This is an optimization exercise on Yosys and OpenROAD, whose aim is small area, not a production implementation. Function was checked by simulation only, so behaviour that the tests miss may differ from the original. Power figures rest on the tool's default switching activity, not on a simulated workload.

==> flow/design.v <==
module sp_parser (
    input  wire        clk,
    input  wire        rst,         
    input  wire        in_valid,    
    input  wire [7:0]  in_byte,
    input  wire        json_ok,     
    output wire        st_valid,    
    output wire [7:0]  status,      
    output wire        pay_valid,   
    output wire [7:0]  pay_byte,
    output wire [1:0]  msg_state,   
    output wire [1:0]  msg_tag,     
    output wire [15:0] msg_props,
    output wire [15:0] msg_cmd,
    output wire [15:0] msg_plen,
    output wire        msg_stby,
    output wire [31:0] hb_epoch,
    output wire [31:0] hb_serial,
    output wire [15:0] hb_volt,
    output wire [7:0]  hb_temp,
    output wire [7:0]  hb_mode
);
    localparam [1:0] TAG_SAR  = 2'd1;
    localparam [1:0] TAG_STBY = 2'd2;
    localparam [1:0] TAG_HB   = 2'd3;
    reg        r_st_valid;
    reg        r_pay_valid;
    reg  [7:0] r_pay_byte;
    reg        m_valid;         
    reg        m_cinv;          
    reg        e_sig, e_cmd, e_len, e_hck, e_pck;
    reg  [3:0] idx;             
    reg  [1:0] tag;             
    reg        hck_hi;          
    reg [10:0] acc;             
    reg [15:0] pck;             
    reg [15:0] props;
    reg  [7:0] sh [0:11];       
    wire       push    = in_valid;
    wire       scan    = (idx[3:1] == 3'd0);
    wire       is_sig  = (in_byte == 8'h54);
    wire       in_pay  = (idx == 4'd12);
    wire       at_cmd  = (idx == 4'd9);
    wire       at_len  = (idx == 4'd11);
    wire [1:0] code    = (in_byte == 8'h03) ? TAG_SAR  :
                         (in_byte == 8'h05) ? TAG_STBY :
                         (in_byte == 8'h08) ? TAG_HB   : 2'd0;
    wire       cmd_bad = !((in_byte == 8'hFF) && (tag != 2'd0));
    wire [15:0] len    = {in_byte, sh[0]};
    wire       len_bad = (tag == TAG_STBY) ? (len != 16'd1) :
                         (tag == TAG_HB)   ? (len != 16'd15) :
                                             (len > 16'd1012);
    wire       hck_bad = hck_hi || (acc != {3'd0, in_byte});
    wire       hdr_bad = len_bad || hck_bad;
    wire       len_zero = (len == 16'd0);
    wire       done_hdr = at_len && !hdr_bad && len_zero;
    wire       done_pay = in_pay && (acc == 11'd1);
    wire       done     = done_hdr || done_pay;
    wire       pck_ok   = done_hdr ? (pck == 16'd0) : (pck == {8'd0, in_byte});
    wire [10:0] acc_sub = acc - (in_pay ? 11'd1 : {3'd0, in_byte});
    wire       sh_en = (idx == 4'd10) || at_len ||
                       (in_pay && ((tag == TAG_STBY) ||
                                   ((tag == TAG_HB) && (acc[3] || acc[2]))));
    always @(posedge clk) begin
        r_pay_byte <= in_byte;
        if (rst) begin
            r_st_valid  <= 1'b0;
            r_pay_valid <= 1'b0;
            m_valid     <= 1'b0;
            m_cinv      <= 1'b0;
            e_sig       <= 1'b0;
            e_cmd       <= 1'b0;
            e_len       <= 1'b0;
            e_hck       <= 1'b0;
            e_pck       <= 1'b0;
            idx         <= 4'd0;
        end else begin
            r_st_valid  <= push;
            r_pay_valid <= push && in_pay;
            if (push) begin
                m_valid <= 1'b0;
                m_cinv  <= 1'b0;
                e_sig   <= 1'b0;
                e_cmd   <= 1'b0;
                e_len   <= 1'b0;
                e_hck   <= 1'b0;
                e_pck   <= 1'b0;
                if (scan) begin
                    if (is_sig) begin
                        idx <= idx + 4'd1;
                    end else begin
                        idx   <= 4'd0;
                        e_sig <= 1'b1;
                    end
                end else if (at_cmd && cmd_bad) begin
                    idx   <= 4'd0;
                    e_cmd <= 1'b1;
                end else if (at_len && hdr_bad) begin
                    idx   <= 4'd0;
                    e_len <= len_bad;
                    e_hck <= hck_bad;
                end else if (done) begin
                    idx <= 4'd0;
                    if (!pck_ok)
                        e_pck <= 1'b1;
                    else if (tag == TAG_SAR && !json_ok)
                        m_cinv <= 1'b1;
                    else
                        m_valid <= 1'b1;
                end else if (!in_pay) begin
                    idx <= idx + 4'd1;
                end
            end
        end
    end
    integer k;
    always @(posedge clk) begin
        if (push) begin
            case (idx)
                4'd2: acc[7:0]  <= in_byte;
                4'd3: begin
                    acc[10:8] <= in_byte[2:0];
                    hck_hi    <= (in_byte[7:3] != 5'd0);
                end
                4'd4: pck[7:0]  <= in_byte;
                4'd5: pck[15:8] <= in_byte;
                4'd6: props[7:0]  <= in_byte;
                4'd7: props[15:8] <= in_byte;
                4'd8: tag <= code;
                4'd11: acc <= {1'b0, in_byte[1:0], sh[0]};
                default: ;
            endcase
            if ((idx >= 4'd6 && idx <= 4'd10) || in_pay)
                acc <= acc_sub;
            if (in_pay)
                pck <= pck - {8'd0, in_byte};
            if (sh_en) begin
                sh[0] <= in_byte;
                for (k = 1; k < 12; k = k + 1)
                    sh[k] <= sh[k-1];
            end
        end
    end
    wire [1:0] vtag = m_valid ? tag : 2'd0;
    assign st_valid  = r_st_valid;
    assign pay_valid = r_pay_valid;
    assign pay_byte  = r_pay_byte;
    assign status    = {1'b0, m_cinv, e_pck, e_hck, e_len, e_cmd, e_sig, m_valid};
    assign msg_state = {m_valid | m_cinv, m_cinv};
    assign msg_tag   = vtag;
    assign msg_props = props;
    assign msg_cmd   = {8'hFF, 4'h0, tag == TAG_HB, tag == TAG_STBY,
                        tag == TAG_SAR, tag != TAG_HB};
    assign msg_plen  = (tag == TAG_SAR)  ? {6'd0, sh[0][1:0], sh[1]} :
                       (tag == TAG_STBY) ? 16'd1 : 16'd15;
    assign msg_stby  = (sh[0] != 8'd0);
    assign hb_epoch  = {sh[8], sh[9], sh[10], sh[11]};
    assign hb_serial = {sh[4], sh[5], sh[6], sh[7]};
    assign hb_volt   = {sh[2], sh[3]};
    assign hb_temp   = sh[1];
    assign hb_mode   = sh[0];
endmodule
==> flow/run.sh <==
#!/bin/bash
# synth_recipe.tcl (not shown) runs the flow's synth.tcl, then flattens the netlist and writes it again
# the make line also repeats each setting of config.mk as NAME=value (left out here)
make -C /OpenROAD-flow-scripts/flow DESIGN_CONFIG=/design/flow/config.mk WORK_HOME=/design/flow/orfs CLKGATE_MAP_FILE= SYNTH_SCRIPT=/design/flow/synth_recipe.tcl finish
==> flow/config.mk <==
export PLATFORM = sky130hd
export DESIGN_NAME = sp_parser
export DESIGN_NICKNAME = sp_parser
export VERILOG_FILES = /design/flow/design.v
export SDC_FILE = /design/flow/constraint.sdc
export NUM_CORES = 4
export LEC_CHECK = 0
export CAP_MARGIN = 20
export CORE_MARGIN = 2
export CORE_UTILIZATION = 40
export SLEW_MARGIN = 20
==> flow/constraint.sdc <==
create_clock -name core_clock -period 6.0 [get_ports {clk}]
set_input_delay 1.2000 -clock core_clock [delete_from_list [all_inputs] [get_ports {clk}]]
set_output_delay 1.2000 -clock core_clock [all_outputs]
set_load 0.01 [all_outputs]
==> summary.txt <==
-- final timing paths --
kind                            cells past startpoint  endpoint       start  slack, ns
worst max-delay path                               10   pck[15]  in_byte[1]       2.04
worst min-delay path                                2     e_pck       e_pck       0.44
worst max register to register                     15    acc[8]      idx[1]       2.12
worst min register to register                      2     e_pck       e_pck       0.44
-- critical path: stages --
cell                              delay, ns
sky130_fd_sc_hd__clkdlybuf4s50_1       0.84
sky130_fd_sc_hd__inv_1                 0.14
sky130_fd_sc_hd__ha_1                  0.35
sky130_fd_sc_hd__nor2b_1               0.14
sky130_fd_sc_hd__o21ai_1               0.15
sky130_fd_sc_hd__a21oi_1               0.12
sky130_fd_sc_hd__o31a_1                0.29
sky130_fd_sc_hd__o41a_1                0.43
sky130_fd_sc_hd__or4_1                 0.49
sky130_fd_sc_hd__nand3_1               0.08
-- where the power goes --
group          leakage, nW  switching (mW)  internal, mW
combinational         1.62          0.0605        0.0386
sequential            1.45         0.00106          1.22
clock                0.292           0.448         0.663
-- logic make-up after synthesis --
kind of cell / share of synthesized area
compound gates: 0.0880
xor+xnor: 0.0244
fa+ha+maj: 0.0404
buf+inv: 0.0523
flops: 0.652
mux: 0.0165
other cells: 0.00105
simple gates: 0.125
-- state kept, by name (all words and copies together) (netlist names), 2 cells and up --
| register | cells |
|---|---|
| sh | 96 |
| pck | 16 |
| props | 16 |
| acc | 11 |
| r_pay_byte | 8 |
| idx | 4 |
| tag | 2 |
-- layout make-up --
cell class | instances | share of cell area
flip-flops and latches | 163 | 0.491
multi-input cells | 327 | 0.231
repair buffers | 163 | 0.171
clock buffers | 19 | 0.0454
well taps | 229 | 0.0301
clock inverters | 13 | 0.0181
inverters | 32 | 0.0126
-- through the flow --
| stage | area [µm²] | total power, mW | hold slack [ns] | setup slack, ns | instances |
|---|---|---|---|---|---|
| after global placement | 8930 | 1.34 | 0.430 | 1.73 | 914 |
| after detailed placement | 8930 | 1.35 | 0.433 | 1.64 | 914 |
| after floorplan | 7250 | 1.32 | 0.417 | 1.46 | 563 |
| after CTS | 9530 | 2.46 | 0.443 | 2.08 | 946 |
| final | 9530 | 2.43 | 0.442 | 2.04 | 946 |
| after global routing | 9530 | 2.52 | 0.456 | 1.66 | 946 |
-- layout by cell type (no fill, tap or decap), types with 3 or more instances in the layout --
cell type	instances
sky130_fd_sc_hd__a21boi_0	3
sky130_fd_sc_hd__a21o_1	3
sky130_fd_sc_hd__a21oi_1	17
sky130_fd_sc_hd__a31oi_1	4
sky130_fd_sc_hd__and2_1	8
sky130_fd_sc_hd__and3_1	5
sky130_fd_sc_hd__buf_4	3
sky130_fd_sc_hd__bufinv_16	3
sky130_fd_sc_hd__clkbuf_16	17
sky130_fd_sc_hd__clkdlybuf4s50_1	159
sky130_fd_sc_hd__conb_1	19
sky130_fd_sc_hd__dfxtp_1	21
sky130_fd_sc_hd__edfxtp_1	142
sky130_fd_sc_hd__ha_1	20
sky130_fd_sc_hd__inv_1	32
sky130_fd_sc_hd__inv_6	3
sky130_fd_sc_hd__mux2_2	7
sky130_fd_sc_hd__mux2i_1	4
sky130_fd_sc_hd__nand2_1	32
sky130_fd_sc_hd__nand2b_1	7
sky130_fd_sc_hd__nand3_1	15
sky130_fd_sc_hd__nand3b_1	5
sky130_fd_sc_hd__nor2_1	30
sky130_fd_sc_hd__nor2b_1	4
sky130_fd_sc_hd__nor3_1	17
sky130_fd_sc_hd__nor3b_1	4
sky130_fd_sc_hd__nor4_1	9
sky130_fd_sc_hd__o21a_1	6
sky130_fd_sc_hd__o21ai_0	22
sky130_fd_sc_hd__o21ai_1	3
sky130_fd_sc_hd__o31ai_1	6
sky130_fd_sc_hd__or2_2	4
sky130_fd_sc_hd__or3_1	7
sky130_fd_sc_hd__or4_1	6
sky130_fd_sc_hd__xnor2_1	8
sky130_fd_sc_hd__xor2_1	12
-- routing by layer --
metal | vias up | wire length (µm) | part of all wire
li1 | 2303 | - | -
met1 | 2429 | 7740 | 0.43
met2 | 219 | 8670 | 0.48
met3 | 27 | 1330 | 0.074
met4 | 0 | 384 | 0.021
met5 | - | 0 | 0
==> results.cfg <==
[synth]
yosys.cell_count.top_type = sky130_fd_sc_hd__edfxtp_1
portion_of_the_post_synthesis_area_used_by_sequential_elements = 0.652
post_synth_instance_area_mm2 = 0.00718
synth_area_leaders = sky130_fd_sc_hd__edfxtp_1 59%, sky130_fd_sc_hd__dfxtp_1 5.9%, sky130_fd_sc_hd__ha_1 3.5%
count_of_cell_types_in_the_netlist = 61
postSynthAreaPerCell_um2 = 13.2
post_synth_inst_count = 546
synth_largest_type_area_fraction = 0.594
synth.yosys.warnings = 2
synth_seq_cells = 163
synth-edff-count = 142
yosysTopAreaCell = sky130_fd_sc_hd__edfxtp_1
synthTopCellsByCount = 142 x sky130_fd_sc_hd__edfxtp_1, 32 x sky130_fd_sc_hd__inv_1, 32 x sky130_fd_sc_hd__nand2_1, 30 x sky130_fd_sc_hd__nor2_1, 27 x sky130_fd_sc_hd__buf_4
synth_top_flop_cell = sky130_fd_sc_hd__edfxtp_1
synthArstFlopShare = 0

[drt]
postRouteWirelength_mm = 18.1
antenna_left = 0
first_drt_iteration_drcs = 335
wire_per_inst_um = 19.2
vias = 4978
route.detailed.vias_per_inst = 5.26
dr.pass1.iters = 4
drc_errors = 0

[global_routing]
grt_util_met1 = 0.252
antenna_found_initial = 0
global_route.usage.met2 = 0.303
first_global_vias = 4750
most_utilized_layer_in_the_global_route_result = met2
grt_max_degree = 52
grt_pass1_wl_mm = 28.2
grt_util_met3 = 0.0526
track_usage = 0.190
grt-ovfl-total = 0

[clock_network]
cts_inserted_buffers = 17
clock_tree.root_cell = sky130_fd_sc_hd__clkbuf_16
cts.repair.resized = 0
cts_tree = done
ctsLongestPathBuffers = 2
htreeDepth = 4
hold_fix_buffers_cts = 0
postCtsSetupRepairBufs = 0
clock_edge_transition_at_the_registers_on_the_reported_setup_and_hold_paths_ns = 0.07
worstSkewPairLatency_ns = 0.42
cts.sinks = 163

[layout]
drive_above_1_share = 0.0781
num-fill-cells = 1502
layout.nets = 738
multi_input_area_mm2 = 0.00220
seq_area_mm2 = 0.00468
area_growth_syn_to_layout_pct = 32.7
antenna-diode-count = 0
final_util = 0.536

[floorplanning]
die_area_mm2 = 0.0190
design.portCount = 179
die_w_um = 138
fp.coreArea_mm2 = 0.0178
die_h_um = 138
row_count = 49
floorplan.initialDensity = 0.404

[sta]
worst_pin_slew_ns = 1.08
finalCriticalPeriod_ns = 3.96
setup_repair_after_global_routing_missed_its_margin = false
max_slew_margin = 0.280
timing.final.hold_violations = 0
timing.clock.skew_ns = 0.00891
max_clock_freq_ghz = 0.253
setup_viol = 0
layout_worst_path_cycle_share = 0.660
setup-tns-final_ns = 0
pins_over_slew_limit = 0

[place]
port_buffers = 159
dpl.hpwl_mm = 13.4
gp_congestion = 0.879

[critical_path]
startpoint_type = primary input
criticalPathCategory = primary input to flip-flop
critPathCaptureType = flip-flop
path_max_fanout = 15
crit_arrival_ns = 4.25
timing.critical_path.required_ns = 6.29

[power_and_ir_drop]
static-leakage-power_nw = 3.36
p_per_area_mw_per_mm2 = 255
vdd_ir_drop_max_mv = 0.190

[status]
outcome = no timing/DRC/antenna violations

[run]
maxCapViolations = 0

[hold_path]
worst_hold_path_type = flip-flop to flip-flop

## afterwards: timing with drivers on the ports
The flow's constraints put no driver on any port. The routed layout listed below was extracted and timed again, unchanged, in two steps. Step 1 (the two cells are an assumption about what drives the block):
set clk [get_ports {clk}]
set_driving_cell -lib_cell sky130_fd_sc_hd__clkbuf_16 $clk
set_driving_cell -lib_cell sky130_fd_sc_hd__buf_2 [delete_from_list [all_inputs] $clk]
Step 2 moves the port delays by t, midway between the first and last clock arrival at a register: inputs arrive t later, outputs are due t later. That takes back most of the time a late clock gives input paths. a / b / c = ideal / step 1 / step 2; a / b = the first two.
t (ns): 0.463
setup slack, ns: 2.042 / 2.061 / 1.598
worst setup path at the end: input to register
latest minus earliest clock arrival (ns): 0.008 / 0.009
cell pins on the clock port's net: 1
After both steps setup and hold are still met in this run. For this run, drivers alone change the setup slack by +0.019 ns; drivers and shift together by -0.444 ns.
